This is an optimization exercise on Yosys and OpenROAD, whose aim is small area, a short achievable clock period and few clock cycles per item, not a production implementation. No run shown here included a check of the RTL's function; only the layout flow was run. Power and IR drop assume default switching activity.

==> design.v <==
module ymodem_rx_unit (
    input  wire        clk,
    input  wire        rst,           
    input  wire        cmd_valid,
    output wire        cmd_ready,
    input  wire [15:0] cmd,
    output reg         res_valid,
    output reg  [1:0]  res_st,        
    output reg  [31:0] res_val,
    output reg  [1:0]  res_tx_n,      
    output reg  [7:0]  res_tx0,
    output reg  [7:0]  res_tx1,
    output reg  [1:0]  res_ev_n,      
    output reg  [2:0]  res_ev0,
    output reg  [2:0]  res_ev1,
    output reg  [3:0]  res_ev_code,   
    output reg         res_pay        
);
    localparam IDLE = 0, LEAD = 1, SEQ = 2, CMP = 3, DATA = 4, CRCH = 5,
               CRCL = 6, PURGE = 7, DONE = 8, FAILED = 9;
    function [15:0] crc_step;
        input [15:0] c;
        input [7:0]  d;
        integer i;
        begin
            crc_step = c ^ {d, 8'h00};
            for (i = 0; i < 8; i = i + 1)
                crc_step = crc_step[15] ? ((crc_step << 1) ^ 16'h1021) : (crc_step << 1);
        end
    endfunction
    reg        fault;
    reg [15:0] crc_acc;
    reg [9:0]  ph;            
    reg [7:0]  rx_exp;
    reg        rx_hdr;
    reg        rx_big;
    reg [1:0]  rx_eotc;
    reg [1:0]  rx_canc;
    reg [2:0]  rx_retry;
    reg [3:0]  rx_err;
    reg [15:0] rx_crc;        
    reg [9:0]  rx_cnt;
    reg        rx_nz;         
    reg [1:0]  rx_pend;       
    wire [7:0] c_op  = cmd[15:8];
    wire [7:0] c_imm = cmd[7:0];
    wire       c_z   = (c_imm == 8'd0);
    wire c_hi0 = (c_op[7:4] == 4'h0);
    wire c_hi1 = (c_op[7:4] == 4'h1);
    wire c_hi3 = (c_op[7:4] == 4'h3);
    wire c_lo0 = (c_op[3:0] == 4'h0);
    wire c_lo1 = (c_op[3:0] == 4'h1);
    wire c_lo2 = (c_op[3:0] == 4'h2);
    wire c_lo3 = (c_op[3:0] == 4'h3);
    wire c_lo4 = (c_op[3:0] == 4'h4);
    wire c_sys   = c_hi0 & (c_lo1 | c_lo2) & c_z;
    wire c_legal = (c_hi0 & c_lo0 & c_z) | (c_hi1 & (c_lo0 | c_lo2) & c_z) | (c_hi1 & c_lo1)
                 | (c_hi3 & (c_lo0 | c_lo2 | c_lo3 | c_lo4) & c_z) | (c_hi3 & c_lo1);
    reg       cv;             
    reg [7:0] imm;            
    reg       op_reset, op_gf, op_nsys, op_bad;
    reg       op_cinit, op_cbyte, op_cread, op_start, op_byte, op_tmo, op_abort, op_status;
    reg       z, d_sx, d_eot, d_can;
    always @(posedge clk) begin
        cv        <= cmd_valid & ~rst;
        imm       <= c_imm;
        op_reset  <= c_hi0 & c_lo1 & c_z;
        op_gf     <= c_hi0 & c_lo2 & c_z;
        op_nsys   <= ~c_sys;
        op_bad    <= ~c_sys & ~c_legal;
        op_cinit  <= c_hi1 & c_lo0 & c_z;
        op_cbyte  <= c_hi1 & c_lo1;
        op_cread  <= c_hi1 & c_lo2 & c_z;
        op_start  <= c_hi3 & c_lo0 & c_z;
        op_byte   <= c_hi3 & c_lo1;
        op_tmo    <= c_hi3 & c_lo2 & c_z;
        op_abort  <= c_hi3 & c_lo3 & c_z;
        op_status <= c_hi3 & c_lo4 & c_z;
        z         <= c_z;
        d_sx      <= (c_imm == 8'h01) | (c_imm == 8'h02);
        d_eot     <= (c_imm == 8'h04);
        d_can     <= (c_imm == 8'h18);
    end
    wire nf        = ~fault;
    wire sys       = ~op_nsys;
    wire e_cinit   = nf & op_cinit;
    wire e_cbyte   = nf & op_cbyte;
    wire e_cread   = nf & op_cread;
    wire e_start   = nf & op_start;
    wire rxb       = nf & op_byte;
    wire tmo       = nf & op_tmo;
    wire e_abort   = nf & op_abort;
    wire e_status  = nf & op_status;
    wire faulted   = op_bad | (op_nsys & fault);
    wire ph_blk    = ph[SEQ] | ph[CMP] | ph[DATA] | ph[CRCH] | ph[CRCL];
    wire ph_act    = ph[LEAD] | ph_blk;                  
    wire ph_off    = ph[IDLE] | ph[DONE] | ph[FAILED];
    wire last      = rx_big ? (&rx_cnt) : (&rx_cnt[6:0]);
    wire lo_ok     = (imm == rx_crc[7:0]);
    wire pend_ok   = (rx_pend == 2'd0);
    wire chk_ok    = pend_ok & lo_ok;
    wire crcl      = rxb & ph[CRCL];
    wire acc       = crcl & chk_ok;
    wire null_hdr  = ~rx_hdr & ~rx_nz;
    wire acc_null  = acc & null_hdr;
    wire acc_blk   = acc & ~null_hdr;
    wire lead      = rxb & ph[LEAD];
    wire lead_sx   = lead & d_sx;
    wire nak_lead  = lead & ~(d_sx | d_eot | d_can);
    wire nak_crcl  = crcl & ~chk_ok;
    wire nak_tmo   = tmo & ph_act;
    wire nak       = nak_lead | nak_crcl | nak_tmo;
    wire at_limit  = rx_retry[2] & ~rx_retry[0];         
    wire nak_fail  = nak & at_limit;
    wire nak_purge = nak & ~at_limit;
    wire [3:0] nak_reason = nak_tmo ? 4'd4 : nak_lead ? 4'd5 :
                            ~pend_ok ? {2'b00, rx_pend} : 4'd3;
    wire eot_lead  = lead & d_eot;
    wire can_lead  = lead & d_can;
    wire eot_done  = eot_lead & rx_eotc[0];
    wire can_fail  = can_lead & rx_canc[0];
    wire abort     = e_abort & (ph_act | ph[PURGE]);
    wire purge_end = tmo & ph[PURGE];
    wire [15:0] crc_in  = op_cbyte ? crc_acc : rx_crc;
    wire [15:0] crc_nxt = crc_step(crc_in, imm);
    wire go_lead   = e_start | purge_end | acc_blk;
    wire go_seq    = lead_sx;
    wire go_cmp    = rxb & ph[SEQ];
    wire go_data   = rxb & ph[CMP];
    wire go_crch   = rxb & ph[DATA] & last;
    wire go_crcl   = rxb & ph[CRCH];
    wire go_purge  = nak_purge;
    wire go_done   = eot_done | acc_null;
    wire go_failed = can_fail | nak_fail | abort;
    wire [9:0] go  = {go_failed, go_done, go_purge, go_crcl, go_crch,
                      go_data, go_cmp, go_seq, go_lead, 1'b0};
    wire move      = |go;
    wire clr = rst | (cv & op_reset);
    wire [3:0] ph_code = {ph[DONE] | ph[FAILED],
                          ph[DATA] | ph[CRCH] | ph[CRCL] | ph[PURGE],
                          ph[SEQ] | ph[CMP] | ph[CRCL] | ph[PURGE],
                          ph[LEAD] | ph[CMP] | ph[CRCH] | ph[PURGE] | ph[FAILED]};
    always @(posedge clk) begin
        res_valid <= cv & ~rst;
        res_st <= faulted ? 2'd2 : (rxb & ph_off) ? 2'd1 : 2'd0;
        res_val <= 32'd0;
        if (op_gf)
            res_val[0] <= fault;
        else if (e_cread)
            res_val[15:0] <= crc_acc;
        else if (e_status)
            res_val[25:0] <= {rx_big, rx_hdr, rx_exp, rx_canc, rx_eotc,
                              1'b0, rx_retry, rx_err, ph_code};
        res_tx_n <= {acc_blk & ~rx_hdr,
                     e_start | eot_lead | can_lead | (acc_blk & rx_hdr) | purge_end};
        begin : tx0
            reg is_c, is_n;
            is_c = op_start;
            is_n = op_tmo | (~ph[CRCL] & imm[2] & ~rx_eotc[0]);
            res_tx0 <= {1'b0, is_c, 1'b0, is_n, 1'b0, ~is_c, ~is_n, is_c | is_n};
        end
        res_tx1 <= 8'h43;
        res_ev_n <= {acc_null, acc_blk | eot_done | can_fail | nak_fail | abort};
        res_ev0  <= acc ? (rx_hdr ? 3'd3 : rx_nz ? 3'd1 : 3'd2) :
                    eot_done ? 3'd4 : 3'd5;
        res_ev1  <= 3'd4;
        res_ev_code <= {op_abort, ~op_abort, ~op_abort, d_can};
        res_pay <= rxb & ph[DATA];
        if (clr) begin
            fault    <= 1'b0;
            crc_acc  <= 16'd0;
            ph       <= 10'd1;
            rx_exp   <= 8'd0;
            rx_hdr   <= 1'b0;
            rx_big   <= 1'b0;
            rx_eotc  <= 2'd0;
            rx_canc  <= 2'd0;
            rx_retry <= 3'd0;
            rx_err   <= 4'd0;
        end else if (cv) begin
            if (op_bad)
                fault <= 1'b1;
            if (e_cinit)
                crc_acc <= 16'd0;
            if (e_cbyte)
                crc_acc <= crc_nxt;
            if (move)
                ph <= go;
            if (e_start) begin
                rx_exp   <= 8'd0;
                rx_hdr   <= 1'b0;
                rx_big   <= 1'b0;
                rx_retry <= 3'd0;
                rx_err   <= 4'd0;
            end
            if (lead_sx)
                rx_big <= imm[1];
            if (acc) begin
                rx_retry <= 3'd0;
                rx_err   <= 4'd0;
            end
            if (acc_blk) begin
                rx_hdr <= 1'b1;
                rx_exp <= rx_exp + 8'd1;
            end
            if (e_start | nak_tmo | (lead & ~d_eot))
                rx_eotc <= 2'd0;
            else if (eot_lead)
                rx_eotc <= rx_eotc + 2'd1;
            if (e_start | nak_tmo | (lead & ~d_can))
                rx_canc <= 2'd0;
            else if (can_lead)
                rx_canc <= rx_canc + 2'd1;
            if (nak)
                rx_retry <= rx_retry + 3'd1;
            if (nak_fail)
                rx_err <= 4'd6;
            if (nak_purge)
                rx_err <= nak_reason;
            if (can_fail)
                rx_err <= 4'd7;
            if (abort)
                rx_err <= 4'd8;
        end
        if (cv & rxb) begin
            if (ph[SEQ])
                rx_crc[7:0] <= imm;
            if (ph[CMP]) begin
                rx_crc  <= 16'd0;
                rx_cnt  <= 10'd0;
                rx_nz   <= 1'b0;
                rx_pend <= (imm != ~rx_crc[7:0]) ? 2'd1 :
                           (rx_crc[7:0] != rx_exp) ? 2'd2 : 2'd0;
            end
            if (ph[DATA]) begin
                rx_crc <= crc_nxt;
                rx_cnt <= rx_cnt + 10'd1;
                if (~z) rx_nz <= 1'b1;
            end
            if (ph[CRCH] & pend_ok & (imm != rx_crc[15:8]))
                rx_pend <= 2'd3;
        end
    end
    assign cmd_ready = 1'b1;
endmodule
==> flow/run.sh <==
#!/bin/bash
# The standard layout (standard.sh, its synthesis unchanged in its registers),
# with the extra ORFS settings of flow/extra.mk appended to config.mk.
set -o pipefail
cat flow/extra.mk >> config.mk
bash standard.sh > standard.log 2>&1
==> flow/extra.mk <==
export BUFFER_PORTS_ARGS = -buffer_cell sky130_fd_sc_hd__buf_2
export DONT_USE_CELLS += sky130_fd_sc_hd__or4_1 sky130_fd_sc_hd__or4_2 sky130_fd_sc_hd__or4_4 sky130_fd_sc_hd__or4b_1 sky130_fd_sc_hd__or4b_2 sky130_fd_sc_hd__or4b_4 sky130_fd_sc_hd__or4bb_1 sky130_fd_sc_hd__or4bb_2 sky130_fd_sc_hd__or4bb_4 sky130_fd_sc_hd__nor4_1 sky130_fd_sc_hd__nor4_2 sky130_fd_sc_hd__nor4_4 sky130_fd_sc_hd__nor4b_1 sky130_fd_sc_hd__nor4b_2 sky130_fd_sc_hd__nor4b_4 sky130_fd_sc_hd__nor4bb_1 sky130_fd_sc_hd__nor4bb_2 sky130_fd_sc_hd__nor4bb_4 sky130_fd_sc_hd__or3_1 sky130_fd_sc_hd__or3_2 sky130_fd_sc_hd__or3_4 sky130_fd_sc_hd__or3b_1 sky130_fd_sc_hd__or3b_2 sky130_fd_sc_hd__or3b_4 sky130_fd_sc_hd__a2111oi_0 sky130_fd_sc_hd__a2111oi_1 sky130_fd_sc_hd__a2111oi_2 sky130_fd_sc_hd__a2111oi_4 sky130_fd_sc_hd__a2111o_1 sky130_fd_sc_hd__a2111o_2 sky130_fd_sc_hd__a2111o_4 sky130_fd_sc_hd__clkdlybuf4s50_1 sky130_fd_sc_hd__clkdlybuf4s50_2
export ABC_CLOCK_PERIOD_IN_PS = 2000
export SETUP_SLACK_MARGIN = 2.0
export CTS_ARGS = -sink_clustering_enable -repair_clock_nets -buf_list {sky130_fd_sc_hd__clkbuf_4 sky130_fd_sc_hd__clkbuf_8} -dont_use_dummy_load
==> standard.sh <==
#!/bin/bash
# synth_recipe.tcl (not shown) runs the flow's synth.tcl, then flattens the netlist and writes it again
# the make line also repeats each setting of config.mk as NAME=value (left out here)
make -C /OpenROAD-flow-scripts/flow DESIGN_CONFIG=/design/flow/config.mk WORK_HOME=/design/flow/orfs CLKGATE_MAP_FILE= SYNTH_SCRIPT=/design/flow/synth_recipe.tcl "${@:-finish}"
==> config.mk <==
export PLATFORM = sky130hd
export DESIGN_NAME = ymodem_rx_unit
export DESIGN_NICKNAME = ymodem_rx_unit
export VERILOG_FILES = /design/flow/design.v
export SDC_FILE = /design/flow/constraint.sdc
export NUM_CORES = 4
export LEC_CHECK = 0
export CAP_MARGIN = 20
export CORE_MARGIN = 2
export CORE_UTILIZATION = 40
export SLEW_MARGIN = 20
export BUFFER_PORTS_ARGS = -buffer_cell sky130_fd_sc_hd__buf_2
export DONT_USE_CELLS += sky130_fd_sc_hd__or4_1 sky130_fd_sc_hd__or4_2 sky130_fd_sc_hd__or4_4 sky130_fd_sc_hd__or4b_1 sky130_fd_sc_hd__or4b_2 sky130_fd_sc_hd__or4b_4 sky130_fd_sc_hd__or4bb_1 sky130_fd_sc_hd__or4bb_2 sky130_fd_sc_hd__or4bb_4 sky130_fd_sc_hd__nor4_1 sky130_fd_sc_hd__nor4_2 sky130_fd_sc_hd__nor4_4 sky130_fd_sc_hd__nor4b_1 sky130_fd_sc_hd__nor4b_2 sky130_fd_sc_hd__nor4b_4 sky130_fd_sc_hd__nor4bb_1 sky130_fd_sc_hd__nor4bb_2 sky130_fd_sc_hd__nor4bb_4 sky130_fd_sc_hd__or3_1 sky130_fd_sc_hd__or3_2 sky130_fd_sc_hd__or3_4 sky130_fd_sc_hd__or3b_1 sky130_fd_sc_hd__or3b_2 sky130_fd_sc_hd__or3b_4 sky130_fd_sc_hd__a2111oi_0 sky130_fd_sc_hd__a2111oi_1 sky130_fd_sc_hd__a2111oi_2 sky130_fd_sc_hd__a2111oi_4 sky130_fd_sc_hd__a2111o_1 sky130_fd_sc_hd__a2111o_2 sky130_fd_sc_hd__a2111o_4 sky130_fd_sc_hd__clkdlybuf4s50_1 sky130_fd_sc_hd__clkdlybuf4s50_2
export ABC_CLOCK_PERIOD_IN_PS = 2000
export SETUP_SLACK_MARGIN = 2.0
export CTS_ARGS = -sink_clustering_enable -repair_clock_nets -buf_list {sky130_fd_sc_hd__clkbuf_4 sky130_fd_sc_hd__clkbuf_8} -dont_use_dummy_load
==> constraint.sdc <==
create_clock -name core_clock -period 4.0 [get_ports {clk}]
set_input_delay 0.8000 -clock core_clock [delete_from_list [all_inputs] [get_ports {clk}]]
set_output_delay 0.8000 -clock core_clock [all_outputs]
set_load 0.01 [all_outputs]
==> results of run 1 <==
==> cells in the final DEF, fill, tap and decap left out, types with 22 or more instances in the layout <==
master    synthesis  layout
buf_2             9      64
dfxtp_1         118     106
buf_4            23      22
nor2_1           77      76
xnor2_1          30      25
and2_1           25      24
a22o_1           22      22
a21oi_1          27      25
nand2_1          38      38
edfxtp_1         29      29
==> path summary, 6_finish.rpt <==
check                        start                     end  slack [ns]  cells past startpoint
setup / recovery    imm[0]$_DFF_P_  rx_err[0]$_SDFFE_PP0P_        2.04                      6
hold / removal    op_abort$_DFF_P_  res_ev_code[3]$_DFF_P_        0.36                      0
setup reg to reg    imm[0]$_DFF_P_  rx_err[0]$_SDFFE_PP0P_        2.04                      6
hold reg to reg   op_abort$_DFF_P_  res_ev_code[3]$_DFF_P_        0.36                      0
==> power breakdown <==
group	internal [µW]	switching, µW
clock network	373	470
registers	1510	19.5
logic	46.4	71.3
==> cell type report <==
class	instances	share of cell area
Multi-Input combinational cell	458	0.411
Sequential cell	147	0.441
Inverter	15	0.00814
Clock buffer	17	0.0317
Tap cell	216	0.0366
Timing Repair Buffer	89	0.0719
==> stage by stage <==
step           hold WS (ns)  total power (µW)
3_3_place_gp          0.337              1670
6_report              0.362              2490
5_1_grt               0.377              2580
3_5_place_dp          0.352              1670
4_1_cts               0.363              2510
2_1_floorplan         0.331              1650
==> logic make-up (layout without fill, tap and decap cells) <==
kind of cell    after synthesis  after routing  share of synthesized area
simple gates                239            239                      0.191
compound gates              121            121                      0.131
flops                       147            147                      0.501
fa+ha+maj                     3              3                    0.00582
xor+xnor                     56             56                     0.0876
buf+inv                      62            121                     0.0547
other cells                   2             21                    0.00116
mux                          18             18                     0.0279
==> synthesized netlist by cell type, types with 4 or more instances <==
| cell type | number | share of area |
|---|---|---|
| nand2b_1 | 4 | 0.0039 |
| nand3b_1 | 9 | 0.010 |
| buf_4 | 23 | 0.027 |
| xor2_1 | 16 | 0.022 |
| a32o_1 | 4 | 0.0062 |
| o21ai_1 | 13 | 0.010 |
| and3_1 | 15 | 0.015 |
| buf_2 | 9 | 0.0070 |
| dfxtp_1 | 118 | 0.37 |
| mux2i_1 | 18 | 0.028 |
| or2_2 | 5 | 0.0048 |
| edfxtp_1 | 29 | 0.13 |
| nand3_1 | 20 | 0.016 |
| a22o_1 | 22 | 0.030 |
| nor2b_1 | 6 | 0.0058 |
| nor2_1 | 77 | 0.045 |
| xnor2_1 | 30 | 0.041 |
| a21oi_1 | 27 | 0.021 |
| nor3b_1 | 4 | 0.0047 |
| inv_1 | 15 | 0.0087 |
| nand2_1 | 38 | 0.022 |
| nor3_1 | 13 | 0.010 |
| o21ai_0 | 15 | 0.012 |
| clkbuf_1 | 10 | 0.0058 |
| xnor2_2 | 10 | 0.025 |
| nand4_1 | 9 | 0.0087 |
| a31oi_1 | 5 | 0.0048 |
| and2_1 | 25 | 0.024 |
| a22oi_1 | 11 | 0.013 |
==> sequential cells by signal (all words and copies together), names as in the netlist, 3 cells and up <==
| register | count |
|---|---|
| res_val | 26 |
| crc_acc | 16 |
| rx_crc | 16 |
| ph | 10 |
| rx_cnt | 10 |
| imm | 8 |
| rx_exp | 8 |
| res_tx0 | 5 |
| rx_err | 4 |
| res_ev0 | 3 |
| res_ev_code | 3 |
| rx_retry | 3 |
==> worst max-delay path, cell delays in order (launching register included) <==
cell     delay, ns
dfxtp_1       0.49
xnor2_2       0.17
and4_4        0.27
nand3_4       0.12
a211o_4       0.41
a31o_1        0.23
a22o_1        0.17
==> per-layer routing <==
layer | wire length (µm) | GRT usage | vias to the layer above
met5 | 0 | 0 | -
met4 | 399 | 0.0782 | 0
met3 | 819 | 0.0415 | 31
met2 | 7580 | 0.303 | 163
met1 | 7820 | 0.273 | 2359
li1 | - | - | 2372
==> repair_timing <==
item,CTS,global route
pin swaps,2,0
gates resized for setup,17,18
buffers inserted,4,16
hold buffers,0,0
setup endpoints to repair,83,36
==> reports/metrics.cfg, run 1 <==
[pwr]
ir_drop_v=0.000178
powerDensity_nw_per_um2=338
p_leak_uw=0.00291

[run]
drv_cap=0

[sta]
post-route-period-util=0.491
relSlewSlack=0.597
tightest_slew_ns=0.603
drv_slew=0
fin_skew_ns=0.0268
hold_viol_final=0
rsz0062_at_grt=true
fin_tns_setup_ns=0
fin_crit_ns=1.96
layout_setup_ws_ns=2.04
finalSetupViolations=0
fmax_mhz=509

[critical_path]
startpoint_type=register
critPathArrivalTime_ns=2.31
worstPathMaxFanout=7
crit_type=register to register
crit_path_end_kind=register
required_ns=4.35

[yosys]
async_flop_share=0
synthCells=648
yosysSeqAreaShare=0.501
synth-seq-cells=147
avgSynthCellArea_um2=9.96
syn_area_um2=6450
ys.flop_type=dfxtp_1
yosysWarningCount=1
synth_cell_type_count=58
synth_edf_count=29

[floorplan]
coreArea_um2=15800
die_h_um=131
start_util=0.408
ios=86
rows=46
dieArea_um2=17200
die_w_um=131

[finish]
register_area_um2=3260
stdcell_area_um2=7380
multi_input_area_um2=3030
antenna_cells=0
fillers=1522
final_cells=942
final_util=0.466
final_layout_size_suffix_gt1_frac=0.227
final_nets=750
area_growth_pct=14.4

[detailed_routing]
drt_iter0_drc=489
first_pass_iters=5
post_drt_wl_per_cell_um=17.6
vias_per_cell=5.23
postRouteAntennaNets=0
dr_total_vias=4925
drc=0
routed_wl_um=16600

[clock_network]
htreeDepth=4
clockBufferDepth=2
cts_made_buffers=17
clockRootBuffer=clkbuf_8
cts_tree=yes
clk_latency_ns=0.46
cts_sinks=147
path_clk_slew_ns=0.07

[global_route]
grt-ovfl-total=0
grt_pass1_vias=4584
grt_max_degree=25
grt_pass1_wl_um=25100
grt_antenna_before_repair=0
grt_usage=0.197

[place]
place_hpwl_um=12300
placed_cell_area_um2=6860
dp.cells=905
place.gp.congestion=0.856
place_ws_ns=1.53
portBuffers=64

[status]
status=complete, no violations

[hold_path]
hp-class=register to register

==> run 2, diff against run 1 <==
--- a/design.v
+++ b/design.v
@@ -61,6 +61,7 @@
     reg       op_reset, op_gf, op_nsys, op_bad;
     reg       op_cinit, op_cbyte, op_cread, op_start, op_byte, op_tmo, op_abort, op_status;
     reg       z, d_sx, d_eot, d_can;
+    reg       lo_ok;          
     always @(posedge clk) begin
         cv        <= cmd_valid & ~rst;
         imm       <= c_imm;
@@ -80,6 +81,7 @@
         d_sx      <= (c_imm == 8'h01) | (c_imm == 8'h02);
         d_eot     <= (c_imm == 8'h04);
         d_can     <= (c_imm == 8'h18);
+        lo_ok     <= (c_imm == rx_crc[7:0]);
     end
     wire nf        = ~fault;
     wire sys       = ~op_nsys;
@@ -96,7 +98,6 @@
     wire ph_act    = ph[LEAD] | ph_blk;                  
     wire ph_off    = ph[IDLE] | ph[DONE] | ph[FAILED];
     wire last      = rx_big ? (&rx_cnt) : (&rx_cnt[6:0]);
-    wire lo_ok     = (imm == rx_crc[7:0]);
     wire pend_ok   = (rx_pend == 2'd0);
     wire chk_ok    = pend_ok & lo_ok;
     wire crcl      = rxb & ph[CRCL];
==> run 2 against run 1 <==
Against the previous run:
- final cell count fell by 0.32%
- core utilization rose by 0.10 points
- flip-flop and latch count rose by 1
- largest cell class unchanged
- highest routed layer unchanged
- register-to-register slack improved by 0.03 ns
==> reports/metrics.cfg, run 2 <==
[status]
status=complete, no violations

[clock_network]
path_clk_slew_ns=0.08  ; about the same
clk_latency_ns=0.47  ; about the same
cts_tree=yes
cts_made_buffers=17  ; unchanged
cts_sinks=148  ; +0.68%
clockBufferDepth=2  ; unchanged
htreeDepth=4  ; unchanged
clockRootBuffer=clkbuf_8

[sta]
hold_viol_final=0  ; unchanged
fmax_mhz=517  ; +1.6%
fin_skew_ns=0.0316  ; +0.00480 ns
post-route-period-util=0.483  ; -0.00781
finalSetupViolations=0  ; unchanged
fin_crit_ns=1.93  ; -0.0312 ns
fin_tns_setup_ns=0  ; unchanged
drv_slew=0  ; unchanged
rsz0062_at_grt=true
relSlewSlack=0.481  ; -0.115
tightest_slew_ns=0.775  ; +0.172 ns

[global_route]
grt_usage=0.194  ; -0.00366
grt_pass1_wl_um=26000  ; +3.9%
grt_pass1_vias=4606  ; +0.48%
grt_max_degree=33  ; +32%
grt_antenna_before_repair=0  ; unchanged
grt-ovfl-total=0  ; unchanged

[critical_path]
crit_type=register to register
startpoint_type=register
worstPathMaxFanout=18  ; +11
critPathArrivalTime_ns=2.14  ; -0.17 ns
required_ns=4.20  ; -0.15 ns
crit_path_end_kind=register

[finish]
antenna_cells=0  ; unchanged
final_util=0.467  ; +0.00103
largest_registers=res_val: 26 flops, crc_acc: 16 flops, rx_crc: 16 flops
largest_register_ff_count=26  ; unchanged
final_cells=939  ; -0.32%
final_nets=747  ; -0.40%
layout_common_cells=dfxtp_1, nor2_1, buf_2
final_common_cell=dfxtp_1
final_layout_size_suffix_gt1_frac=0.196  ; -0.0309
top_register=res_val
area_growth_pct=14.0

[yosys]
synth-seq-cells=148  ; +0.68%
synth_top_area_share=0.364  ; -0.00156
syn_area_um2=6540  ; +1.3%
avgSynthCellArea_um2=10.1  ; +1.9%
ys.flop_type=dfxtp_1
yosysWarningCount=1  ; unchanged
synthCells=644  ; -0.62%
synth_cell_type_count=67  ; +16%
synth_edf_count=29  ; unchanged
async_flop_share=0  ; unchanged
synth_area_leader_cell=dfxtp_1
netlist_top_cells_count=dfxtp_1, nor2_1, nand2_1
yosysMostFrequentCell=dfxtp_1
yosysSeqAreaShare=0.498  ; -0.00327
synth.area.top_cells=dfxtp_1, edfxtp_1, xnor2_1

[detailed_routing]
drt_iter0_drc=568  ; +16%
dr_total_vias=5046  ; +2.5%
postRouteAntennaNets=0  ; unchanged
routed_wl_um=16700  ; +0.72%
post_drt_wl_per_cell_um=17.8  ; +1.0%
vias_per_cell=5.37  ; +2.8%
first_pass_iters=5  ; unchanged
drc=0  ; unchanged

[pwr]
powerDensity_nw_per_um2=336  ; -0.41%
ir_drop_v=0.000203  ; +14%
p_leak_uw=0.00280  ; -3.8%
power.total_uw=2510  ; +0.54%

[floorplan]
start_util=0.410  ; +0.00224
die_h_um=132  ; +0.62%
ios=86  ; unchanged
die_w_um=132  ; +0.62%
coreArea_um2=15900  ; +0.73%
dieArea_um2=17400  ; +1.2%
rows=46  ; unchanged

[place]
dp.cells=903  ; -0.22%
place.gp.congestion=0.916  ; +7.0%
place_hpwl_um=12200  ; -1.3%
portBuffers=64  ; unchanged

[run]
drv_cap=0  ; unchanged

[hold_path]
hp-class=register to register

run 2: worst paths after layout:
path	cells past startpoint	endpoint	slack [ns]	start
min	0	res_ev_code[3]$_DFF_P_	0.38	op_abort$_DFF_P_
max reg2reg	5	rx_crc[5]$_DFFE_PP_	2.07	op_cbyte$_DFF_P_
max	5	rx_crc[5]$_DFFE_PP_	2.07	op_cbyte$_DFF_P_
min reg2reg	0	res_ev_code[3]$_DFF_P_	0.38	op_abort$_DFF_P_
run 2: cell type report:
| class | instances | area, µm² |
|---|---|---|
| Sequential cell | 148 | 3260 |
| Multi-Input combinational cell | 457 | 3120 |
| Clock buffer | 17 | 234 |
| Tap cell | 216 | 270 |
| Timing Repair Buffer | 88 | 513 |
| Inverter | 13 | 52.6 |
| Fill cell | 1520 | 8490 |
run 2: power breakdown:
part           leakage (µW)  switching [µW]  internal (µW)
clock network      0.000122             477            373
registers           0.00122            14.7           1520
logic               0.00145            73.6           46.0
total               0.00280             565           1940
run 2: cells by family (layout without fill, tap and decap cells):
group	Yosys count	after routing	share of synthesized area
and+or+nand+nor	219	219	0.173
muxes	23	23	0.0364
adders and majority gates	3	3	0.00574
AOI/OAI and AO/OA	126	126	0.140
other	2	21	0.00115
DFF	148	148	0.498
buffers and inverters	58	118	0.0500
xor gates and xnor gates	65	65	0.0963
run 2: repair_timing:
| item | in CTS | in global routing |
|---|---|---|
| pin swaps | 6 | 3 |
| buffers inserted | 6 | 13 |
| hold endpoints to repair | 0 | 0 |
| setup endpoints to repair | 65 | 38 |
| hold buffers | 0 | 0 |
| gates resized for setup | 14 | 5 |
run 2: worst max-delay path: stages, from the launching register on:
cell	delay (ns)
dfxtp_4	0.52
mux2i_1	0.28
xor2_1	0.28
xnor2_2	0.15
xor2_1	0.20
a22o_1	0.25
run 2: per-stage QoR:
step / area [µm²] / worst slack (ns) / hold WS (ns)
floorplan: 6610 / 2.11 / 0.331
global placement: 6960 / 1.65 / 0.345
detailed placement: 6960 / 1.59 / 0.349
CTS: 7330 / 2.00 / 0.379
global route: 7450 / 1.98 / 0.394
finish: 7450 / 2.07 / 0.378
run 2: per-layer routing:
metal	wire length, µm	share of wire	track usage
met5	0	0	0
met4	328	0.020	0.0700
met3	1030	0.062	0.0473
met2	7600	0.45	0.289
met1	7770	0.46	0.273
==> run 3, diff against run 2 <==
==> flow/extra.mk (replaced) <==
export BUFFER_PORTS_ARGS = -buffer_cell sky130_fd_sc_hd__buf_2
export DONT_USE_CELLS += sky130_fd_sc_hd__or4_1 sky130_fd_sc_hd__or4_2 sky130_fd_sc_hd__or4_4 sky130_fd_sc_hd__or4b_1 sky130_fd_sc_hd__or4b_2 sky130_fd_sc_hd__or4b_4 sky130_fd_sc_hd__or4bb_1 sky130_fd_sc_hd__or4bb_2 sky130_fd_sc_hd__or4bb_4 sky130_fd_sc_hd__nor4_1 sky130_fd_sc_hd__nor4_2 sky130_fd_sc_hd__nor4_4 sky130_fd_sc_hd__nor4b_1 sky130_fd_sc_hd__nor4b_2 sky130_fd_sc_hd__nor4b_4 sky130_fd_sc_hd__nor4bb_1 sky130_fd_sc_hd__nor4bb_2 sky130_fd_sc_hd__nor4bb_4 sky130_fd_sc_hd__or3_1 sky130_fd_sc_hd__or3_2 sky130_fd_sc_hd__or3_4 sky130_fd_sc_hd__or3b_1 sky130_fd_sc_hd__or3b_2 sky130_fd_sc_hd__or3b_4 sky130_fd_sc_hd__a2111oi_0 sky130_fd_sc_hd__a2111oi_1 sky130_fd_sc_hd__a2111oi_2 sky130_fd_sc_hd__a2111oi_4 sky130_fd_sc_hd__a2111o_1 sky130_fd_sc_hd__a2111o_2 sky130_fd_sc_hd__a2111o_4 sky130_fd_sc_hd__clkdlybuf4s50_1 sky130_fd_sc_hd__clkdlybuf4s50_2
export ABC_CLOCK_PERIOD_IN_PS = 2000
export SETUP_SLACK_MARGIN = 2.25
export CTS_ARGS = -sink_clustering_enable -repair_clock_nets -buf_list {sky130_fd_sc_hd__clkbuf_4 sky130_fd_sc_hd__clkbuf_8} -dont_use_dummy_load
--- a/config.mk
+++ b/config.mk
@@ -12,5 +12,5 @@
 export BUFFER_PORTS_ARGS = -buffer_cell sky130_fd_sc_hd__buf_2
 export DONT_USE_CELLS += sky130_fd_sc_hd__or4_1 sky130_fd_sc_hd__or4_2 sky130_fd_sc_hd__or4_4 sky130_fd_sc_hd__or4b_1 sky130_fd_sc_hd__or4b_2 sky130_fd_sc_hd__or4b_4 sky130_fd_sc_hd__or4bb_1 sky130_fd_sc_hd__or4bb_2 sky130_fd_sc_hd__or4bb_4 sky130_fd_sc_hd__nor4_1 sky130_fd_sc_hd__nor4_2 sky130_fd_sc_hd__nor4_4 sky130_fd_sc_hd__nor4b_1 sky130_fd_sc_hd__nor4b_2 sky130_fd_sc_hd__nor4b_4 sky130_fd_sc_hd__nor4bb_1 sky130_fd_sc_hd__nor4bb_2 sky130_fd_sc_hd__nor4bb_4 sky130_fd_sc_hd__or3_1 sky130_fd_sc_hd__or3_2 sky130_fd_sc_hd__or3_4 sky130_fd_sc_hd__or3b_1 sky130_fd_sc_hd__or3b_2 sky130_fd_sc_hd__or3b_4 sky130_fd_sc_hd__a2111oi_0 sky130_fd_sc_hd__a2111oi_1 sky130_fd_sc_hd__a2111oi_2 sky130_fd_sc_hd__a2111oi_4 sky130_fd_sc_hd__a2111o_1 sky130_fd_sc_hd__a2111o_2 sky130_fd_sc_hd__a2111o_4 sky130_fd_sc_hd__clkdlybuf4s50_1 sky130_fd_sc_hd__clkdlybuf4s50_2
 export ABC_CLOCK_PERIOD_IN_PS = 2000
-export SETUP_SLACK_MARGIN = 2.0
+export SETUP_SLACK_MARGIN = 2.25
 export CTS_ARGS = -sink_clustering_enable -repair_clock_nets -buf_list {sky130_fd_sc_hd__clkbuf_4 sky130_fd_sc_hd__clkbuf_8} -dont_use_dummy_load
==> run 3 against run 2 <==
Against the previous run:
- still clean
- global-route usage grew 0.90 points
- fmax is 1.1% higher
- synthesized area did not move
- first-iteration DRC count down 27%
- clock skew down 0.0076 ns
- routed wire length rose by 3.8%
- critical endpoint is now ph[8]$_SDFFE_PP0P_
- largest power group unchanged
==> reports/metrics.cfg, run 3 <==
[critical_path]
crit_path_end_kind=register
critPathSlowestCell=edfxtp_1
worstPathCellList=ha_4 -> and2_4 -> o2111a_2 -> nand4bb_4 -> o31a_1 -> buf_4 -> mux2i_1
worstPathMaxFanout=7  ; -11
startpoint_type=register
max_stage_delay_ns=0.44  ; -0.08 ns
crit_type=register to register
required_ns=4.33  ; +0.13 ns
critPathArrivalTime_ns=2.25  ; +0.11 ns

[clock_network]
path_clk_slew_ns=0.07  ; about the same
clockRootBuffer=clkbuf_8
cts_made_buffers=17  ; unchanged
clk_latency_ns=0.45  ; -0.02 ns
clockBufferDepth=2  ; unchanged
cts_sinks=148  ; unchanged
cts_tree=yes
htreeDepth=4  ; unchanged
postCtsHoldBufs=0  ; unchanged

[global_route]
busiest_layer=met2
met2_usage=0.331  ; +0.0419
grt-ovfl-total=0  ; unchanged
grt_usage=0.203  ; +0.00904
met1_usage=0.267  ; -0.00647
grt_pass1_wl_um=27300  ; +4.7%
grt_pass1_vias=4927  ; +7.0%
grt_antenna_before_repair=0  ; unchanged
use_met3=0.0446  ; -0.00269
grt_max_degree=25  ; -24%

[run]
drv_cap=0  ; unchanged

[detailed_routing]
first_pass_iters=8  ; +3
postRouteAntennaNets=0  ; unchanged
dr_total_vias=5170  ; +2.5%
post_drt_wl_per_cell_um=18.2  ; +2.1%
drc=0  ; unchanged
drt_iter0_drc=417  ; -27%
routed_wl_um=17400  ; +3.8%
vias_per_cell=5.42  ; +0.85%

[hold_path]
hp-class=register to register

[sta]
fin_crit_ns=1.91  ; -0.0210 ns
fin_tns_setup_ns=0  ; unchanged
post-route-period-util=0.478  ; -0.00526
rsz0062_at_grt=true
layout_setup_ws_ns=2.09  ; +0.0210 ns
hold_viol_final=0  ; unchanged
finalSetupViolations=0  ; unchanged
fmax_mhz=523  ; +1.1%
drv_slew=0  ; unchanged
fin_skew_ns=0.0240  ; -0.00758 ns
relSlewSlack=0.556  ; +0.0750
tightest_slew_ns=0.663  ; -0.112 ns

[yosys]
avgSynthCellArea_um2=10.1  ; unchanged
synth_cell_type_count=67  ; unchanged
synth-seq-cells=148  ; unchanged
synth_edf_count=29  ; unchanged
syn_area_um2=6540  ; unchanged
synth_area_leader_cell=dfxtp_1
async_flop_share=0  ; unchanged
yosysMostFrequentCell=dfxtp_1
synthCells=644  ; unchanged
synth_top_area_share=0.364  ; unchanged
ys.flop_type=dfxtp_1
yosysWarningCount=1  ; unchanged
yosysSeqAreaShare=0.498  ; unchanged
synth.area.top_cells=dfxtp_1, edfxtp_1, xnor2_1
netlist_top_cells_count=dfxtp_1, nor2_1, nand2_1

[pwr]
p_leak_uw=0.00295  ; +5.6%
ir_drop_v=0.000205  ; +0.96%
powerDensity_nw_per_um2=319  ; -5.2%

[finish]
largest_register_ff_count=26  ; unchanged
final_layout_size_suffix_gt1_frac=0.266  ; +0.0692
fillers=1466  ; -3.6%
layout_common_cells=dfxtp_1, nor2_1, buf_2
largest_registers=res_val: 26 flops, crc_acc: 16 flops, rx_crc: 16 flops
antenna_cells=0  ; unchanged
final_nets=762  ; +2.0%
top_register=res_val
final_common_cell=dfxtp_1
area_growth_pct=21.7

[floorplan]
ios=86  ; unchanged
start_util=0.410  ; unchanged
die_h_um=132  ; unchanged
rows=46  ; unchanged
coreArea_um2=15900  ; unchanged
dieArea_um2=17400  ; unchanged
die_w_um=132  ; unchanged

[place]
portBuffers=64  ; unchanged
place.gp.congestion=0.894  ; -2.4%
place_hpwl_um=12200  ; +0.26%
place_ws_ns=1.31  ; -0.285 ns

[status]
status=complete, no violations

run 3: changes by cell type in the layout (fill, tap and decap cells not counted), moves of 3 or more:
cell     delta
and2_1      -4
buf_4      +10
dfxtp_1     -9
dfxtp_2     +7
mux2i_1     -6
mux2i_4     +8
xnor2_1     -3
xnor2_2     -3
xnor2_4     +6
xor2_1      -9
xor2_2      +7
run 3: kinds of logic after synthesis:
group	Yosys count	share of synthesized area
AO/OA/AOI/OAI	126	0.140
XOR/XNOR	65	0.0963
AND/OR/NAND/NOR	219	0.173
adder cells (fa/ha/maj)	3	0.00574
multiplexers	23	0.0364
flip-flops	148	0.498
buffers and inverters	58	0.0500
other	2	0.00115
run 3: cell type report:
cell class | count | area (µm²) | area share
Clock buffer | 17 | 234 | 0.0294
Inverter | 13 | 52.6 | 0.00660
Multi-Input combinational cell | 457 | 3440 | 0.433
Sequential cell | 148 | 3280 | 0.412
Tap cell | 216 | 270 | 0.0340
Timing Repair Buffer | 103 | 678 | 0.0852
run 3: timing repair:
action                     CTS  global route
setup endpoints to repair   87            40
hold endpoints to repair     0             0
pin swaps                   16            14
gates resized for setup     49            29
setup buffers               24             8
cloned                       1             0
run 3: stage by stage:
step,util,power (µW),std cells,hold WS (ns),area (µm²)
final,0.499,2540,954,0.350,7960
after global routing,0.499,2640,954,0.359,7960
after CTS,0.486,2540,946,0.352,7740
after detailed placement,0.440,1690,904,0.339,7020
after global placement,0.440,1690,904,0.335,7020
after floorplan,-,1660,663,0.331,6650
run 3: critical path: cells and delay by family, from the launching register on:
family,cells,cell delay (ns)
DFF,1,0.44
AOI/OAI and AO/OA,2,0.52
buffers and inverters,1,0.18
and+or+nand+nor,2,0.37
adders and majority gates,1,0.19
muxes,1,0.11
run 3: per-layer routing:
metal	share of wire	up-vias	wire, µm
met2	0.48	188	8250
met4	0.023	0	408
met1	0.44	2519	7670
li1	-	2423	-
met3	0.059	40	1030
met5	0	-	0
run 3: power by group:
group	leakage (µW)	internal (µW)	total (µW)	switching, µW
clock network	0.000122	374	842	468
registers	0.00123	1520	1540	20.9
logic	0.00160	67.2	152	84.9
run 3: final timing paths:
check / from / cells past startpoint / slack (ns) / endpoint
min: op_abort$_DFF_P_ / 0 / 0.35 / res_ev_code[3]$_DFF_P_
min reg2reg: op_abort$_DFF_P_ / 0 / 0.35 / res_ev_code[3]$_DFF_P_
max reg2reg: rx_cnt[0]$_SDFFCE_PN0P_ / 7 / 2.09 / ph[8]$_SDFFE_PP0P_
max: rx_cnt[0]$_SDFFCE_PN0P_ / 7 / 2.09 / ph[8]$_SDFFE_PP0P_
==> run 4, diff against run 3 <==
==> flow/extra.mk (replaced) <==
export BUFFER_PORTS_ARGS = -buffer_cell sky130_fd_sc_hd__buf_2
export DONT_USE_CELLS += sky130_fd_sc_hd__or4_1 sky130_fd_sc_hd__or4_2 sky130_fd_sc_hd__or4_4 sky130_fd_sc_hd__or4b_1 sky130_fd_sc_hd__or4b_2 sky130_fd_sc_hd__or4b_4 sky130_fd_sc_hd__or4bb_1 sky130_fd_sc_hd__or4bb_2 sky130_fd_sc_hd__or4bb_4 sky130_fd_sc_hd__nor4_1 sky130_fd_sc_hd__nor4_2 sky130_fd_sc_hd__nor4_4 sky130_fd_sc_hd__nor4b_1 sky130_fd_sc_hd__nor4b_2 sky130_fd_sc_hd__nor4b_4 sky130_fd_sc_hd__nor4bb_1 sky130_fd_sc_hd__nor4bb_2 sky130_fd_sc_hd__nor4bb_4 sky130_fd_sc_hd__or3_1 sky130_fd_sc_hd__or3_2 sky130_fd_sc_hd__or3_4 sky130_fd_sc_hd__or3b_1 sky130_fd_sc_hd__or3b_2 sky130_fd_sc_hd__or3b_4 sky130_fd_sc_hd__a2111oi_0 sky130_fd_sc_hd__a2111oi_1 sky130_fd_sc_hd__a2111oi_2 sky130_fd_sc_hd__a2111oi_4 sky130_fd_sc_hd__a2111o_1 sky130_fd_sc_hd__a2111o_2 sky130_fd_sc_hd__a2111o_4 sky130_fd_sc_hd__clkdlybuf4s50_1 sky130_fd_sc_hd__clkdlybuf4s50_2
export ABC_CLOCK_PERIOD_IN_PS = 2000
export SETUP_SLACK_MARGIN = 2.0
export CTS_ARGS = -sink_clustering_enable -repair_clock_nets -buf_list {sky130_fd_sc_hd__clkbuf_4 sky130_fd_sc_hd__clkbuf_8} -dont_use_dummy_load -sink_clustering_size 40 -sink_clustering_max_diameter 200
--- a/config.mk
+++ b/config.mk
@@ -12,5 +12,5 @@
 export BUFFER_PORTS_ARGS = -buffer_cell sky130_fd_sc_hd__buf_2
 export DONT_USE_CELLS += sky130_fd_sc_hd__or4_1 sky130_fd_sc_hd__or4_2 sky130_fd_sc_hd__or4_4 sky130_fd_sc_hd__or4b_1 sky130_fd_sc_hd__or4b_2 sky130_fd_sc_hd__or4b_4 sky130_fd_sc_hd__or4bb_1 sky130_fd_sc_hd__or4bb_2 sky130_fd_sc_hd__or4bb_4 sky130_fd_sc_hd__nor4_1 sky130_fd_sc_hd__nor4_2 sky130_fd_sc_hd__nor4_4 sky130_fd_sc_hd__nor4b_1 sky130_fd_sc_hd__nor4b_2 sky130_fd_sc_hd__nor4b_4 sky130_fd_sc_hd__nor4bb_1 sky130_fd_sc_hd__nor4bb_2 sky130_fd_sc_hd__nor4bb_4 sky130_fd_sc_hd__or3_1 sky130_fd_sc_hd__or3_2 sky130_fd_sc_hd__or3_4 sky130_fd_sc_hd__or3b_1 sky130_fd_sc_hd__or3b_2 sky130_fd_sc_hd__or3b_4 sky130_fd_sc_hd__a2111oi_0 sky130_fd_sc_hd__a2111oi_1 sky130_fd_sc_hd__a2111oi_2 sky130_fd_sc_hd__a2111oi_4 sky130_fd_sc_hd__a2111o_1 sky130_fd_sc_hd__a2111o_2 sky130_fd_sc_hd__a2111o_4 sky130_fd_sc_hd__clkdlybuf4s50_1 sky130_fd_sc_hd__clkdlybuf4s50_2
 export ABC_CLOCK_PERIOD_IN_PS = 2000
-export SETUP_SLACK_MARGIN = 2.25
-export CTS_ARGS = -sink_clustering_enable -repair_clock_nets -buf_list {sky130_fd_sc_hd__clkbuf_4 sky130_fd_sc_hd__clkbuf_8} -dont_use_dummy_load
+export SETUP_SLACK_MARGIN = 2.0
+export CTS_ARGS = -sink_clustering_enable -repair_clock_nets -buf_list {sky130_fd_sc_hd__clkbuf_4 sky130_fd_sc_hd__clkbuf_8} -dont_use_dummy_load -sink_clustering_size 40 -sink_clustering_max_diameter 200
==> run 4 against run 3 <==
Against the previous run:
- worst hold slack improved by 0.028 ns
- via count shrank 2.4%
- largest power group unchanged
- critical path type unchanged
- total power fell by 1.2%
==> reports/metrics.cfg, run 4 <==
[status]
status=complete, no violations

[floorplan]
ios=86  ; unchanged
die_h_um=132  ; unchanged
rows=46  ; unchanged
start_util=0.410  ; unchanged
die_w_um=132  ; unchanged
coreArea_um2=15900  ; unchanged
dieArea_um2=17400  ; unchanged

[global_route]
grt_usage=0.194  ; -0.00904
grt_max_degree=33  ; +32%
grt_pass1_wl_um=26000  ; -4.5%
grt_antenna_before_repair=0  ; unchanged
grt-ovfl-total=0  ; unchanged
grt_pass1_vias=4606  ; -6.5%

[yosys]
synth_top_area_share=0.364  ; unchanged
avgSynthCellArea_um2=10.1  ; unchanged
syn_area_um2=6540  ; unchanged
netlist_top_cells_count=dfxtp_1, nor2_1, nand2_1
synth-seq-cells=148  ; unchanged
yosysWarningCount=1  ; unchanged
async_flop_share=0  ; unchanged
yosysMostFrequentCell=dfxtp_1
synth.area.top_cells=dfxtp_1, edfxtp_1, xnor2_1
ys.flop_type=dfxtp_1
synth_cell_type_count=67  ; unchanged
synth_area_leader_cell=dfxtp_1
synth_edf_count=29  ; unchanged
yosysSeqAreaShare=0.498  ; unchanged
synthCells=644  ; unchanged

[critical_path]
reg2reg_depth=5  ; -2
required_ns=4.20  ; -0.13 ns
startpoint_type=register
worstPathMaxFanout=18  ; +11
crit_path_end_kind=register
critPathArrivalTime_ns=2.14  ; -0.11 ns
r2r_start=op_cbyte$_DFF_P_
crit_type=register to register
startpoint=op_cbyte$_DFF_P_

[pwr]
ir_drop_v=0.000203  ; -0.95%
p_leak_uw=0.00280  ; -5.3%
powerDensity_nw_per_um2=336  ; +5.5%

[clock_network]
cts_tree=yes
clockRootBuffer=clkbuf_8
postCtsHoldBufs=0  ; unchanged
clk_latency_ns=0.47  ; +0.02 ns
cts_sinks=148  ; unchanged
clockBufferDepth=2  ; unchanged
path_clk_slew_ns=0.08  ; about the same
htreeDepth=4  ; unchanged
cts_made_buffers=17  ; unchanged

[sta]
fin_skew_ns=0.0316  ; +0.00758 ns
finalSetupViolations=0  ; unchanged
post-route-period-util=0.483  ; +0.00526
drv_slew=0  ; unchanged
fin_tns_setup_ns=0  ; unchanged
fmax_mhz=517  ; -1.1%
tightest_slew_ns=0.775  ; +0.112 ns
relSlewSlack=0.481  ; -0.0750
hold_viol_final=0  ; unchanged
fin_crit_ns=1.93  ; +0.0210 ns
rsz0062_at_grt=true

[finish]
final_layout_size_suffix_gt1_frac=0.196  ; -0.0692
largest_register_ff_count=26  ; unchanged
final_nets=747  ; -2.0%
stdcell_area_um2=7450  ; -6.4%
antenna_cells=0  ; unchanged
final_common_cell=dfxtp_1
largest_registers=res_val: 26 flops, crc_acc: 16 flops, rx_crc: 16 flops
top_register=res_val
layout_common_cells=dfxtp_1, nor2_1, buf_2
area_growth_pct=14.0

[detailed_routing]
dr.max_layer_used=met4
wl_met1_um=7770  ; +1.3%
vias_per_cell=5.37  ; -0.84%
drt_iter0_drc=568  ; +36%
postRouteAntennaNets=0  ; unchanged
route.met3.wl_um=1030  ; about the same
first_pass_iters=5  ; -3
drc=0  ; unchanged
dr_total_vias=5046  ; -2.4%
routed_wl_um=16700  ; -3.6%
post_drt_wl_per_cell_um=17.8  ; -2.1%
routed-wl-met2_um=7600  ; -7.9%

[run]
drv_cap=0  ; unchanged

[place]
place_hpwl_um=12200  ; -0.26%
placed_cell_area_um2=6960  ; -0.77%
place.gp.congestion=0.916  ; +2.4%
portBuffers=64  ; unchanged

[hold_path]
hp-class=register to register
hold-path-cell-count=0  ; unchanged
min_from=op_abort$_DFF_P_

==> run 4: changes by cell type in the layout (fill, tap and decap cells not counted), sizes merged <==
cell  before  now
buf      103   88
==> run 4: stage by stage <==
stage	setup slack (ns)	cells	hold slack, ns	total power [µW]	util
2_1_floorplan	2.11	663	0.331	1660	-
3_3_place_gp	1.65	903	0.345	1680	0.437
3_5_place_dp	1.59	903	0.349	1690	0.437
4_1_cts	2.00	926	0.379	2520	0.460
5_1_grt	1.98	939	0.394	2600	0.467
6_report	2.07	939	0.378	2510	0.467
==> run 4: where the power goes <==
group          total [µW]  switching [µW]  internal [µW]  leakage [µW]
Sequential           1540            14.7           1520       0.00122
Combinational         120            73.6           46.0       0.00145
Clock                 850             477            373      0.000122
==> run 4: cells by family after synthesis <==
family	after synthesis	share of synthesized area
adders and majority gates	3	0.00574
xor gates and xnor gates	65	0.0963
other	2	0.00115
AOI/OAI and AO/OA	126	0.140
DFF	148	0.498
muxes	23	0.0364
and+or+nand+nor	219	0.173
buffers and inverters	58	0.0500
==> run 4: repair_timing <==
| item | CTS | global route |
|---|---|---|
| endpoints found under the setup margin | 65 | 38 |
| gates resized for setup | 14 | 5 |
| setup buffers | 6 | 13 |
| pin swaps | 6 | 3 |
==> run 4: worst max-delay path: stages (launching register included) <==
cell     delay [ns]
dfxtp_4        0.52
mux2i_1        0.28
xor2_1         0.28
xnor2_2        0.15
xor2_1         0.20
a22o_1         0.25
==> run 4: final cells by class <==
class | count | area [µm²]
clock buffer | 17 | 234
fill | 1520 | 8490
inverter | 13 | 52.6
multi-input combinational | 457 | 3120
sequential | 148 | 3260
tap | 216 | 270
timing repair buffer | 88 | 513
==> run 4: worst paths after layout <==
kind,to,slack [ns]
worst max-delay path,rx_crc[5]$_DFFE_PP_,2.07
worst min-delay path,res_ev_code[3]$_DFF_P_,0.38
worst max register to register,rx_crc[5]$_DFFE_PP_,2.07
worst min register to register,res_ev_code[3]$_DFF_P_,0.38
==> run 4: metal layers <==
layer | up-vias | track usage
met2 | 172 | 0.289
met4 | 0 | 0.0700
met3 | 24 | 0.0473
li1 | 2390 | -
met5 | - | 0
met1 | 2460 | 0.273
==> run 5, diff against run 4 <==
--- a/design.v
+++ b/design.v
@@ -6,7 +6,7 @@
     input  wire [15:0] cmd,
     output reg         res_valid,
     output reg  [1:0]  res_st,        
-    output reg  [31:0] res_val,
+    output wire [31:0] res_val,
     output reg  [1:0]  res_tx_n,      
     output reg  [7:0]  res_tx0,
     output reg  [7:0]  res_tx1,
@@ -136,22 +136,23 @@
     wire [9:0] go  = {go_failed, go_done, go_purge, go_crcl, go_crch,
                       go_data, go_cmp, go_seq, go_lead, 1'b0};
     wire move      = |go;
+    wire [3:0] go_code = {go_done | go_failed,
+                          go_data | go_crch | go_crcl | go_purge,
+                          go_seq | go_cmp | go_crcl | go_purge,
+                          go_lead | go_cmp | go_crch | go_purge | go_failed};
     wire clr = rst | (cv & op_reset);
-    wire [3:0] ph_code = {ph[DONE] | ph[FAILED],
-                          ph[DATA] | ph[CRCH] | ph[CRCL] | ph[PURGE],
-                          ph[SEQ] | ph[CMP] | ph[CRCL] | ph[PURGE],
-                          ph[LEAD] | ph[CMP] | ph[CRCH] | ph[PURGE] | ph[FAILED]};
+    reg       sel_gf, sel_crc, sel_st;       
+    reg [3:0] ph_bin;                        
+    wire [15:0] st_lo = {rx_canc, rx_eotc, 1'b0, rx_retry, rx_err, ph_bin};
+    assign res_val = {6'd0, {10{sel_st}} & {rx_big, rx_hdr, rx_exp},
+                      ({16{sel_st}} & st_lo) | ({16{sel_crc}} & crc_acc)
+                      | {15'd0, sel_gf & fault}};
     always @(posedge clk) begin
         res_valid <= cv & ~rst;
         res_st <= faulted ? 2'd2 : (rxb & ph_off) ? 2'd1 : 2'd0;
-        res_val <= 32'd0;
-        if (op_gf)
-            res_val[0] <= fault;
-        else if (e_cread)
-            res_val[15:0] <= crc_acc;
-        else if (e_status)
-            res_val[25:0] <= {rx_big, rx_hdr, rx_exp, rx_canc, rx_eotc,
-                              1'b0, rx_retry, rx_err, ph_code};
+        sel_gf  <= op_gf;
+        sel_crc <= e_cread;
+        sel_st  <= e_status;
         res_tx_n <= {acc_blk & ~rx_hdr,
                      e_start | eot_lead | can_lead | (acc_blk & rx_hdr) | purge_end};
         begin : tx0
@@ -171,6 +172,7 @@
             fault    <= 1'b0;
             crc_acc  <= 16'd0;
             ph       <= 10'd1;
+            ph_bin   <= 4'd0;
             rx_exp   <= 8'd0;
             rx_hdr   <= 1'b0;
             rx_big   <= 1'b0;
@@ -185,8 +187,10 @@
                 crc_acc <= 16'd0;
             if (e_cbyte)
                 crc_acc <= crc_nxt;
-            if (move)
-                ph <= go;
+            if (move) begin
+                ph     <= go;
+                ph_bin <= go_code;
+            end
             if (e_start) begin
                 rx_exp   <= 8'd0;
                 rx_hdr   <= 1'b0;
==> flow/extra.mk (replaced) <==
export BUFFER_PORTS_ARGS = -buffer_cell sky130_fd_sc_hd__buf_2
export DONT_USE_CELLS += sky130_fd_sc_hd__or4_1 sky130_fd_sc_hd__or4_2 sky130_fd_sc_hd__or4_4 sky130_fd_sc_hd__or4b_1 sky130_fd_sc_hd__or4b_2 sky130_fd_sc_hd__or4b_4 sky130_fd_sc_hd__or4bb_1 sky130_fd_sc_hd__or4bb_2 sky130_fd_sc_hd__or4bb_4 sky130_fd_sc_hd__nor4_1 sky130_fd_sc_hd__nor4_2 sky130_fd_sc_hd__nor4_4 sky130_fd_sc_hd__nor4b_1 sky130_fd_sc_hd__nor4b_2 sky130_fd_sc_hd__nor4b_4 sky130_fd_sc_hd__nor4bb_1 sky130_fd_sc_hd__nor4bb_2 sky130_fd_sc_hd__nor4bb_4 sky130_fd_sc_hd__or3_1 sky130_fd_sc_hd__or3_2 sky130_fd_sc_hd__or3_4 sky130_fd_sc_hd__or3b_1 sky130_fd_sc_hd__or3b_2 sky130_fd_sc_hd__or3b_4 sky130_fd_sc_hd__a2111oi_0 sky130_fd_sc_hd__a2111oi_1 sky130_fd_sc_hd__a2111oi_2 sky130_fd_sc_hd__a2111oi_4 sky130_fd_sc_hd__a2111o_1 sky130_fd_sc_hd__a2111o_2 sky130_fd_sc_hd__a2111o_4 sky130_fd_sc_hd__clkdlybuf4s50_1 sky130_fd_sc_hd__clkdlybuf4s50_2
export ABC_CLOCK_PERIOD_IN_PS = 1500
export SETUP_SLACK_MARGIN = 2.2
==> config.mk (replaced) <==
export PLATFORM = sky130hd
export DESIGN_NAME = ymodem_rx_unit
export DESIGN_NICKNAME = ymodem_rx_unit
export VERILOG_FILES = /design/flow/design.v
export SDC_FILE = /design/flow/constraint.sdc
export NUM_CORES = 4
export LEC_CHECK = 0
export CAP_MARGIN = 20
export CORE_MARGIN = 2
export CORE_UTILIZATION = 40
export SLEW_MARGIN = 20
export BUFFER_PORTS_ARGS = -buffer_cell sky130_fd_sc_hd__buf_2
export DONT_USE_CELLS += sky130_fd_sc_hd__or4_1 sky130_fd_sc_hd__or4_2 sky130_fd_sc_hd__or4_4 sky130_fd_sc_hd__or4b_1 sky130_fd_sc_hd__or4b_2 sky130_fd_sc_hd__or4b_4 sky130_fd_sc_hd__or4bb_1 sky130_fd_sc_hd__or4bb_2 sky130_fd_sc_hd__or4bb_4 sky130_fd_sc_hd__nor4_1 sky130_fd_sc_hd__nor4_2 sky130_fd_sc_hd__nor4_4 sky130_fd_sc_hd__nor4b_1 sky130_fd_sc_hd__nor4b_2 sky130_fd_sc_hd__nor4b_4 sky130_fd_sc_hd__nor4bb_1 sky130_fd_sc_hd__nor4bb_2 sky130_fd_sc_hd__nor4bb_4 sky130_fd_sc_hd__or3_1 sky130_fd_sc_hd__or3_2 sky130_fd_sc_hd__or3_4 sky130_fd_sc_hd__or3b_1 sky130_fd_sc_hd__or3b_2 sky130_fd_sc_hd__or3b_4 sky130_fd_sc_hd__a2111oi_0 sky130_fd_sc_hd__a2111oi_1 sky130_fd_sc_hd__a2111oi_2 sky130_fd_sc_hd__a2111oi_4 sky130_fd_sc_hd__a2111o_1 sky130_fd_sc_hd__a2111o_2 sky130_fd_sc_hd__a2111o_4 sky130_fd_sc_hd__clkdlybuf4s50_1 sky130_fd_sc_hd__clkdlybuf4s50_2
export ABC_CLOCK_PERIOD_IN_PS = 1500
export SETUP_SLACK_MARGIN = 2.2
==> run 5 against run 4 <==
Against the previous run:
- fmax down 8.8%
- first-iteration DRC count down 34%
- critical path depth down 2
- combinational power up 32%
- final cell count down 0.32%
- critical path type is now register to primary output
- largest cell class is now multi-input combinational cells
- largest power group is now the clock network
==> reports/metrics.cfg, run 5 <==
[status]
status=complete, no violations

[yosys]
ys.flop_type=dfxtp_1
synth_top_area_share=0.325  ; -0.0395
yosysMostFrequentCell=dfxtp_1
syn_area_um2=6160  ; -5.8%
avgSynthCellArea_um2=9.72  ; -4.3%
synth_edf_count=29  ; unchanged
synth_cell_type_count=61  ; -9.0%
synth.area.top_cells=dfxtp_1, edfxtp_1, xnor2_1
async_flop_share=0  ; unchanged
synthCells=634  ; -1.6%
synth-seq-cells=129  ; -13%
netlist_top_cells_count=dfxtp_1, nor2_1, xnor2_1
yosysWarningCount=1  ; unchanged
yosysSeqAreaShare=0.466  ; -0.0313
synth_area_leader_cell=dfxtp_1

[run]
drv_cap=0  ; unchanged

[pwr]
sw_frac_of_total=0.222  ; -0.00348
powerDensity_nw_per_um2=370  ; +9.9%
seq_power_share=0.455  ; -0.158
power.total_uw=2970  ; +18%
ir_drop_v=0.000223  ; +9.9%
p_leak_uw=0.00312  ; +11%
combPwrFrac=0.054  ; +0.006
p_clk_frac=0.491  ; +0.152
p_int_uw=2310  ; +19%
power.switching_uw=658  ; +17%

[global_route]
grt_antenna_before_repair=0  ; unchanged
grt_pass1_wl_um=27100  ; +4.1%
grt_usage=0.218  ; +0.0240
grt_pass1_vias=4932  ; +7.1%
grt_max_degree=34  ; +3.0%
grt-ovfl-total=0  ; unchanged

[sta]
finalSetupViolations=0  ; unchanged
fmax_mhz=472  ; -8.8%
hold_viol_final=0  ; unchanged
tightest_slew_ns=0.648  ; -0.127 ns
rsz0062_at_grt=true
post-route-period-util=0.530  ; +0.0468
fin_tns_setup_ns=0  ; unchanged
relSlewSlack=0.566  ; +0.0848
final.hold.worst_slack_ns=0.328  ; -0.0502 ns
drv_slew=0  ; unchanged
fin_skew_ns=0.0125  ; -0.0191 ns
fin_crit_ns=2.12  ; +0.187 ns

[critical_path]
critPathArrivalTime_ns=1.32  ; -0.82 ns
cp_top_family=flip-flops
critPathSlowestCell=dfxtp_4
crit_type=register to primary output
crit_path_end_kind=primary output
worstPathCellList=a222oi_1 -> inv_1 -> buf_2
startpoint_type=register
worstPathMaxFanout=5  ; -13
max_stage_delay_ns=0.36  ; -0.16 ns
path_buf_inv=2  ; +2
required_ns=3.20  ; -1.00 ns

[clock_network]
cts_sinks=129  ; -13%
clockRootBuffer=clkbuf_16
postCtsHoldBufs=0  ; unchanged
clk_latency_ns=0.42  ; -0.05 ns
cts_made_buffers=17  ; unchanged
path_clk_slew_ns=0.06  ; -0.02 ns
cts_tree=yes
clockBufferDepth=2  ; unchanged
htreeDepth=4  ; unchanged

[detailed_routing]
vias_per_cell=5.65  ; +5.2%
postRouteAntennaNets=0  ; unchanged
first_pass_iters=5  ; unchanged
dr_total_vias=5289  ; +4.8%
post_drt_wl_per_cell_um=19.4  ; +9.0%
drt_iter0_drc=376  ; -34%
routed_wl_um=18200  ; +8.7%
drc=0  ; unchanged

[finish]
final_common_cell=dfxtp_1
multi_input_area_um2=3500  ; +12%
area_growth_pct=30.2
fillers=1268  ; -17%
register_area_um2=2900  ; -11%
final_layout_size_suffix_gt1_frac=0.316  ; +0.119
final_nets=759  ; +1.6%
largest_registers=crc_acc: 16 flops, rx_crc: 16 flops
layout_common_cells=dfxtp_1, nor2_1, buf_2
antenna_cells=0  ; unchanged

[floorplan]
start_util=0.407  ; -0.00329
rows=45  ; -2.2%
die_h_um=128  ; -2.8%
die_w_um=128  ; -2.8%
coreArea_um2=15100  ; -5.0%
dieArea_um2=16400  ; -5.6%
ios=86  ; unchanged

[place]
place_hpwl_um=11900  ; -2.5%
place.gp.congestion=0.874  ; -4.6%
portBuffers=64  ; unchanged

[hold_path]
hp-class=register to register

run 5: changes by cell type after synthesis, moves of 5 or more:
cell      before  now
nand2_1       44   28
o21ai_1        6   11
dfxtp_1      119  100
and2_1        20   26
clkbuf_1      17   22
nor2_1        69   78
nor2b_1        5   12
a22o_1        20   30
run 5: per-stage QoR:
stage	setup slack, ns	util	instances	cell area, µm²
2_1_floorplan	2.10	-	653	6270
3_3_place_gp	1.00	0.434	858	6570
3_5_place_dp	0.875	0.434	858	6570
4_1_cts	1.85	0.510	926	7730
5_1_grt	1.79	0.530	936	8020
6_report	1.88	0.530	936	8020
run 5: repair_timing:
action                                  in CTS  in global routing
endpoints found under the setup margin     120                 91
pin swaps                                   33                 28
gates cloned                                 3                  0
setup buffers                               35                 10
resized for setup                           63                 48
run 5: final cells by class:
type	count	area share
Multi-Input combinational cell	463	0.436
Tap cell	188	0.0293
Clock inverter	4	0.00281
Sequential cell	129	0.362
Inverter	13	0.00639
Clock buffer	26	0.0663
Timing Repair Buffer	113	0.0978
run 5: layer usage:
metal  vias to the layer above  global-route usage  routed length [µm]
li1                       2421                   -                   -
met1                      2536               0.287                7580
met2                       276               0.343                8680
met3                        56              0.0580                1460
met4                         0              0.0853                 474
met5                         -                   0                   0
run 5: logic make-up after synthesis:
logic type,count (synthesis),share of synthesized area
flip-flops,129,0.466
adder cells (fa/ha/maj),3,0.00609
XOR/XNOR,65,0.102
other,2,0.00122
AND/OR/NAND/NOR,224,0.190
buffers and inverters,64,0.0534
AO/OA/AOI/OAI,130,0.153
multiplexers,17,0.0276
run 5: power by group through the flow:
stage	clock, µW	combinational (µW)	sequential [µW]
finish	1460	159	1350
detailed placement	0	113	1380
global route	1530	169	1350
global placement	0	112	1380
CTS	1470	137	1350
floorplan	0	97.9	1370
run 5: worst paths after layout:
kind	to	startpoint	cells after the start	slack, ns
max	res_val[0]	sel_st$_DFF_P_	3	1.88
min	sel_gf$_DFF_P_	op_gf$_DFF_P_	0	0.33
max reg2reg	ph[3]$_SDFFE_PP0P_	fault$_SDFFE_PP0P_	8	1.99
min reg2reg	sel_gf$_DFF_P_	op_gf$_DFF_P_	0	0.33

re-timing with driven ports:
No port has a modelled driver above. Below, the same layouts with a new extraction and two added sets of constraints. Step 1 sets driving cells, clkbuf_16 on the clock port and buf_2 on the other inputs (assumed; they add their load-dependent delay and slew). Step 2 times the ports against the registers' clock, not the clock port: input delays grow and output delays shrink by t, the midpoint of the rising clock arrivals with the driver on. Three values: no drivers, after step 1, after step 2; two values: the first two.
| run | shift t [ns] | slack for setup (ns) | worst setup path at the end |
|---|---|---|---|
| run 1 | 0.487 | 2.036 / 2.036 / 1.757 | input to register |
| run 2 | 0.489 | 2.067 / 2.067 / 1.883 | input to register |
| run 3 | 0.473 | 2.088 / 2.088 / 1.889 | input to register |
| run 4 | 0.489 | 2.067 / 2.067 / 1.883 | input to register |
| run 5 | 0.456 | 1.880 / 1.841 / 1.898 | input to register |
After both steps setup and hold are still met in every run listed. For run 1, which loses most, drivers alone change the setup slack by 0.000 ns; drivers and shift together by -0.279 ns.
